From an optimization exercise on the open Yosys and OpenROAD flow, aimed at small area, a short achievable clock period and few clock cycles per item; shortcuts taken in it are not production practice.
Where RTL was checked, it was by simulation tests only, not by an equivalence proof against the original.
No activity file was given, so power comes from the tool's default toggle rates.

Setup of the previous run:
// sha1_core
module sha1_core (
    input  wire         clk,
    input  wire         rst,       
    input  wire         start,     
    output wire         ready,
    input  wire [511:0] chunk,     
    input  wire [159:0] h_in,      
    output reg          done,      
    output wire [159:0] h_out      
);
    localparam [31:0] K0 = 32'h5A827999;
    localparam [31:0] K1 = 32'h6ED9EBA1;
    localparam [31:0] K2 = 32'h8F1BBCDC;
    localparam [31:0] K3 = 32'hCA62C1D6;
    reg         busy;
    reg         rdy;                
    reg         sh, ld;             
    reg [6:0]   cnt;                
    reg [31:0]  w [0:15];           
    reg [31:0]  a, b, c;            
    reg [31:0]  p;                  
    reg [31:0]  q;                  
    reg [31:0]  r [0:4];            
    reg         prep;               
    reg         is_ch, is_maj;      
    reg [31:0]  k;                  
    reg         fin_rot, fin_b, fin_w;
    wire load = start && !busy && !rst;
    assign ready = rdy;
    wire [31:0] fb = a;
    wire [31:0] fc = {b[1:0], b[31:2]};
    wire [31:0] fd = c;
    wire [31:0] f_ch  = (fb & fc) | (~fb & fd);
    wire [31:0] f_par = fb ^ fc ^ fd;
    wire [31:0] f_maj = (fb & fc) | (fb & fd) | (fc & fd);
    wire [31:0] f = is_ch ? f_ch : is_maj ? f_maj : f_par;
    wire [31:0] q_next = c + k + w[0];
    wire [31:0] p_next = f + q;
    wire [31:0] t_new  = {a[26:0], a[31:27]} + p;
    wire [31:0] w_mix  = w[13] ^ w[8] ^ w[2] ^ w[0];
    wire [31:0] w_next = {w_mix[30:0], w_mix[31]};
    wire [31:0] fin_op = ({32{fin_rot}} & {a[1:0], a[31:2]}) |
                         ({32{fin_b}}   & a) |
  ...
Size: about 3400 cells after synthesis, roughly 840 I/O pins, about 36000 um2 of cells after synthesis.
Settings: LEC_CHECK=0, CAP_MARGIN=20, CORE_MARGIN=2, CORE_UTILIZATION=40, CTS_CLUSTER_DIAMETER=100, CTS_CLUSTER_SIZE=20, SLEW_MARGIN=20; clock period 10.0 ns.
standard.sh (not shown) runs the stock make flow with config.mk's settings and CLKGATE_MAP_FILE= SYNTH_SCRIPT=/design/flow/synth_recipe.tcl, a recipe that flattens the netlist after the stock synthesis.
==> flow/flow/run.sh <==
#!/bin/bash
# Standard ORFS layout with two changes: the port buffers use the smallest
# buffer cell, and timing repair aims for a tighter setup slack than the
# clock period alone asks for.
export BUFFER_PORTS_ARGS="-buffer_cell sky130_fd_sc_hd__buf_1"
export SETUP_SLACK_MARGIN=6.5
bash standard.sh > standard.log 2>&1
The previous run completed; timing, DRC and antenna clean
Testbench counts of the previous run, summed over its fixed seeds: cycles 63,752, items 768.
Relative to the previous run, the following input files were edited for the current run:
- a deleted CTS_CLUSTER_SIZE that had been 20
- a deleted CTS_CLUSTER_DIAMETER that had been 100
The current run: global-route wire length before repair 2000 um above the previous run. The run showing the greater share of the clock period used by the worst path is the previous run. Relative to the previous run, the power measured on the current run has increased by more than 10%. Where clock period minus final worst setup slack is concerned, the previous run is outperformed by the current run.

* * *

sha1_core, a different RTL version from the one above (not shown whole).
Size: about 860 flip-flops, ~840 I/O pins, ~38000 sq um of cells after synthesis.
export LEC_CHECK = 0
export ABC_AREA = 1
export CAP_MARGIN = 20
export CORE_MARGIN = 2
export CORE_UTILIZATION = 40
export CTS_CLUSTER_DIAMETER = 100
export CTS_CLUSTER_SIZE = 25
export SLEW_MARGIN = 20
create_clock -name core_clock -period 10.0 [get_ports {clk}]
==> flow/flow/run.sh <==
#!/bin/bash
# Standard ORFS layout with two changes: the port buffers use the smallest
# buffer cell, and timing repair aims for a tighter setup slack than the
# clock period alone asks for.
export BUFFER_PORTS_ARGS="-buffer_cell sky130_fd_sc_hd__buf_1"
export SETUP_SLACK_MARGIN=6.9
bash standard.sh > standard.log 2>&1
The baseline produced a clean layout.
Testbench counts at the start, summed over its fixed seeds: cycles 63,752, items 768.
Edit:
--- a/flow/flow/run.sh
+++ b/flow/flow/run.sh
@@ -4,4 +4,4 @@
 # clock period alone asks for.
 export BUFFER_PORTS_ARGS="-buffer_cell sky130_fd_sc_hd__buf_1"
-export SETUP_SLACK_MARGIN=6.9
+export SETUP_SLACK_MARGIN=6.7
 bash standard.sh > standard.log 2>&1
--- a/flow/config.mk
+++ b/flow/config.mk
@@ -9,5 +9,5 @@
 export CAP_MARGIN = 20
 export CORE_MARGIN = 2
-export CORE_UTILIZATION = 40
+export CORE_UTILIZATION = 45
 export CTS_CLUSTER_DIAMETER = 100
 export CTS_CLUSTER_SIZE = 25
After rerunning:
- The new run finished clean
- die area shrinks by about 11%
- cell area shrinks by about 5%
- hold slack degrades by 0.0094 ns
- routed wire length grows by about 2.8%
- synthesized area does not change
Edit:
--- a/flow/config.mk
+++ b/flow/config.mk
@@ -9,6 +9,7 @@
 export CAP_MARGIN = 20
 export CORE_MARGIN = 2
-export CORE_UTILIZATION = 45
+export CORE_UTILIZATION = 40
 export CTS_CLUSTER_DIAMETER = 100
 export CTS_CLUSTER_SIZE = 25
 export SLEW_MARGIN = 20
+export TNS_END_PERCENT = 50
=>
- sequential share of layout area decreases by 0.27 points
- power decreases by 1.8%
- final area increases by 0.40%
- sequential cell count does not change
- worst setup slack is worse by 0.031 ns
- clock-buffer cell count does not change
- die area increases by 12%
- register-to-register slack is better by 0.20 ns
- maximum frequency decreases by 0.91%
- via count decreases by 1.3%
- routed wire length decreases by 4.2%
Edit:
--- a/flow/config.mk
+++ b/flow/config.mk
@@ -13,3 +13,2 @@
 export CTS_CLUSTER_SIZE = 25
 export SLEW_MARGIN = 20
-export TNS_END_PERCENT = 50
The changed run went through all stages and came out clean.
Register-to-register slack hardly moves.
Total power stays flat.
Utilization hardly moves.
Via count hardly moves.
Wire length increases by 0.74%.
Final area barely changes.
Non-clock buffer count decreases by 2.

* * *

Another version of the RTL of sha1_core (not shown whole).
For scale: about 4600 cells after synthesis, roughly 860 flip-flops, ~840 I/O pins, about 39000 µm² of cells after synthesis.
clock: 10.0 ns
lec_check: 0
abc_area: 1
cap_margin: 20
core_margin: 2
core_utilization: 40
cts_cluster_diameter: 100
cts_cluster_size: 25
slew_margin: 20
==> flow/flow/run.sh <==
#!/bin/bash
# Standard ORFS layout with two changes: the port buffers use the smallest
# buffer cell, and timing repair aims for a tighter setup slack than the
# clock period alone asks for.
export BUFFER_PORTS_ARGS="-buffer_cell sky130_fd_sc_hd__buf_1"
export SETUP_SLACK_MARGIN=6.7
bash standard.sh > standard.log 2>&1
The starting point produced a clean layout.
Testbench counts at the start, summed over its fixed seeds: cycles 63,752, items 768.
==> next run, changes <==
ABC_AREA = unset   (was 1)
Result:
- area after synthesis fell by 4.6%
- total power is lower by about 10%
- wire length goes down by about 20%
==> next run, changes <==
--- a/flow/flow/run.sh
+++ b/flow/flow/run.sh
@@ -5,3 +5,3 @@
 export BUFFER_PORTS_ARGS="-buffer_cell sky130_fd_sc_hd__buf_1"
-export SETUP_SLACK_MARGIN=6.7
+export SETUP_SLACK_MARGIN=6.0
 bash standard.sh > standard.log 2>&1
ABC_AREA = 1   (was unset)
=>
- The new run produced a clean layout
- hold slack improved by 0.025 ns
- die area goes up by 4.8%
- critical path depth decreases by 1
- setup slack gets worse by 0.46 ns
- fmax falls by 12%
- power grows by 10%
- utilization went down by 2.3 points

* * *

The RTL this note starts from:
==> flow/design.v <==
module sha1_core (
    input  wire         clk,
    input  wire         rst,       
    input  wire         start,     
    output wire         ready,
    input  wire [511:0] chunk,     
    input  wire [159:0] h_in,      
    output reg          done,      
    output wire [159:0] h_out      
);
    localparam [31:0] K0 = 32'h5A827999;
    localparam [31:0] K1 = 32'h6ED9EBA1;
    localparam [31:0] K2 = 32'h8F1BBCDC;
    localparam [31:0] K3 = 32'hCA62C1D6;
    reg         busy;
    reg         rdy;                
    reg [6:0]   cnt;                
    reg [31:0]  w [0:15];           
    reg [31:0]  a, b, c;            
    reg [31:0]  p;                  
    reg [31:0]  q;                  
    reg [31:0]  r [0:4];            
    reg         prep;               
    reg         is_ch, is_maj;      
    reg [31:0]  k;                  
    reg         fin_rot, fin_b, fin_w;
    wire load = start && !busy && !rst;
    assign ready = rdy;
    wire [31:0] fb = a;
    wire [31:0] fc = {b[1:0], b[31:2]};
    wire [31:0] fd = c;
    wire [31:0] f_ch  = (fb & fc) | (~fb & fd);
    wire [31:0] f_par = fb ^ fc ^ fd;
    wire [31:0] f_maj = (fb & fc) | (fb & fd) | (fc & fd);
    wire [31:0] f = is_ch ? f_ch : is_maj ? f_maj : f_par;
    wire [31:0] q_next = c + k + w[0];
    wire [31:0] p_next = f + q;
    wire [31:0] t_new  = {a[26:0], a[31:27]} + p;
    wire [31:0] w_mix  = w[13] ^ w[8] ^ w[2] ^ w[0];
    wire [31:0] w_next = {w_mix[30:0], w_mix[31]};
    wire [31:0] fin_op = ({32{fin_rot}} & {a[1:0], a[31:2]}) |
                         ({32{fin_b}}   & a) |
                         ({32{fin_w}}   & w[12]);
    wire [31:0] fin_sum = r[0] + fin_op;
    assign h_out = {a, r[4], r[3], r[2], r[1]};
    wire [6:0] cnt_n = busy ? cnt + 7'd1 : 7'd0;
    integer i;
    always @(posedge clk) begin
        if (rst) begin
            busy <= 1'b0;
            rdy  <= 1'b1;
            done <= 1'b0;
        end else begin
            done <= 1'b0;
            if (load) begin
                busy <= 1'b1;
                rdy  <= 1'b0;
            end else if (busy && cnt == 7'd81) begin
                busy <= 1'b0;
                rdy  <= 1'b1;
                done <= 1'b1;
            end
        end
        cnt     <= cnt_n;
        prep    <= (cnt_n <= 7'd1);
        is_ch   <= (cnt_n <= 7'd20);
        is_maj  <= (cnt_n >= 7'd41) && (cnt_n <= 7'd60);
        k       <= (cnt_n < 7'd20) ? K0 : (cnt_n < 7'd40) ? K1 :
                   (cnt_n < 7'd60) ? K2 : K3;
        fin_rot <= (cnt_n >= 7'd78) && (cnt_n <= 7'd80);
        fin_b   <= (cnt_n == 7'd81);
        fin_w   <= (cnt_n == 7'd67);
        q <= q_next;
        p <= p_next;
        if (!busy) begin
            a <= {h_in[93:64], h_in[95:94]};           
            b <= {h_in[61:32], h_in[63:62]};           
            c <= h_in[31:0];                           
            for (i = 0; i < 16; i = i + 1)
                w[i] <= chunk[511 - 32*i -: 32];
            r[0] <= h_in[95:64];                       
            r[1] <= h_in[127:96];                      
            r[2] <= h_in[159:128];                     
            r[3] <= h_in[31:0];                        
            r[4] <= h_in[63:32];                       
        end else begin
            a <= prep ? r[1] : t_new;                  
            b <= a;
            c <= {b[1:0], b[31:2]};
            for (i = 0; i < 15; i = i + 1)
                w[i] <= w[i+1];
            w[15] <= w_next;
            if (fin_w)
                w[11] <= fin_sum;                      
            for (i = 0; i < 4; i = i + 1)
                r[i] <= r[i+1];
            r[4] <= fin_sum;
        end
    end
endmodule
export LEC_CHECK = 0
export CAP_MARGIN = 20
export CORE_MARGIN = 2
export CORE_UTILIZATION = 40
export SLEW_MARGIN = 20
create_clock -name core_clock -period 10.0 [get_ports {clk}]
==> flow/flow/run.sh <==
#!/bin/bash
# Standard ORFS layout with two changes: the port buffers use the smallest
# buffer cell, and timing repair aims for a tighter setup slack than the
# clock period alone asks for.
export BUFFER_PORTS_ARGS="-buffer_cell sky130_fd_sc_hd__buf_1"
export SETUP_SLACK_MARGIN=6.0
bash standard.sh > standard.log 2>&1
==> next run, changes <==
--- a/flow/flow/run.sh
+++ b/flow/flow/run.sh
@@ -4,4 +4,4 @@
 # clock period alone asks for.
 export BUFFER_PORTS_ARGS="-buffer_cell sky130_fd_sc_hd__buf_1"
-export SETUP_SLACK_MARGIN=6.0
+export SETUP_SLACK_MARGIN=6.5
 bash standard.sh > standard.log 2>&1
Result:
- sequential power is about the same
- die area stays the same
- non-clock buffer count increases by 38
- clock power barely changes
- power grows by 1.6%
- global-route usage goes up by 0.14 points
- synthesized area is unchanged
- wire length rises by 0.86%
- utilization increases by 0.86 points
==> next run, changes <==
--- a/flow/flow/run.sh
+++ b/flow/flow/run.sh
@@ -4,4 +4,4 @@
 # clock period alone asks for.
 export BUFFER_PORTS_ARGS="-buffer_cell sky130_fd_sc_hd__buf_1"
-export SETUP_SLACK_MARGIN=6.5
+export SETUP_SLACK_MARGIN=7.0
 bash standard.sh > standard.log 2>&1
Outcome:
- synthesized area does not change
- routed wire length grows by about 5.5%
- worst setup slack is better by 0.011 ns
- global-route usage grows by 1.3 points
- combinational power grows by about 18%
==> next run, changes <==
--- a/flow/flow/run.sh
+++ b/flow/flow/run.sh
@@ -4,4 +4,4 @@
 # clock period alone asks for.
 export BUFFER_PORTS_ARGS="-buffer_cell sky130_fd_sc_hd__buf_1"
-export SETUP_SLACK_MARGIN=7.0
+export SETUP_SLACK_MARGIN=6.5
 bash standard.sh > standard.log 2>&1
CTS_BUF_LIST = sky130_fd_sc_hd__clkbuf_4 sky130_fd_sc_hd__clkbuf_8   (was default)
=> The new run completed with no timing, DRC or antenna violations; utilization goes down by 4.5 points; wire length goes down by a few percent; global-route usage goes down by 0.85 points.
Function was not checked in any run of this note: the RTL went through the layout flow alone.

re-timing with driven ports:
How much do the figures lean on ideal ports? The routed layouts below were timed once more, with nothing changed but the port constraints.
Step 1 sets driving cells, clkbuf_16 on the clock port and buf_2 on the other inputs (assumed; they add their load-dependent delay and slew).
Step 2 also shifts input and output timing later by t, the mid clock arrival at the registers, as if the neighbouring blocks saw the same clock.
Slacks: ideal ports / drivers / drivers and shift; pairs: ideal ports / drivers.
run	shift t [ns]	slack for setup (ns)	worst slew at a driven data input, ns	pins driven straight from the clock port
the previous run	0.706	6.322 / 6.322 / 6.322	0.22	1
the current run	0.739	6.389 / 6.389 / 6.389	0.23	1
the first run of note 2	0.730	6.751 / 6.676 / 6.870	0.23	1
the second run of note 2	0.719	6.640 / 6.626 / 6.640	0.23	1
the third run of note 2	0.729	6.609 / 6.532 / 6.840	0.24	1
the fourth run of note 2	0.734	6.698 / 6.622 / 6.832	0.24	1
the first run of note 3	0.736	6.708 / 6.629 / 6.838	0.26	1
the second run of note 3	0.714	6.674 / 6.649 / 6.674	0.24	1
the third run of note 3	0.738	6.214 / 6.182 / 6.214	0.24	1
the first run of note 4	0.746	6.089 / 6.089 / 6.089	0.15	1
the second run of note 4	0.744	6.502 / 6.502 / 6.502	0.15	1
the third run of note 4	0.742	6.514 / 6.514 / 6.514	0.14	1
the fourth run of note 4	0.891	6.447 / 6.441 / 6.447	0.16	1
After both steps setup and hold are still met in every run listed.
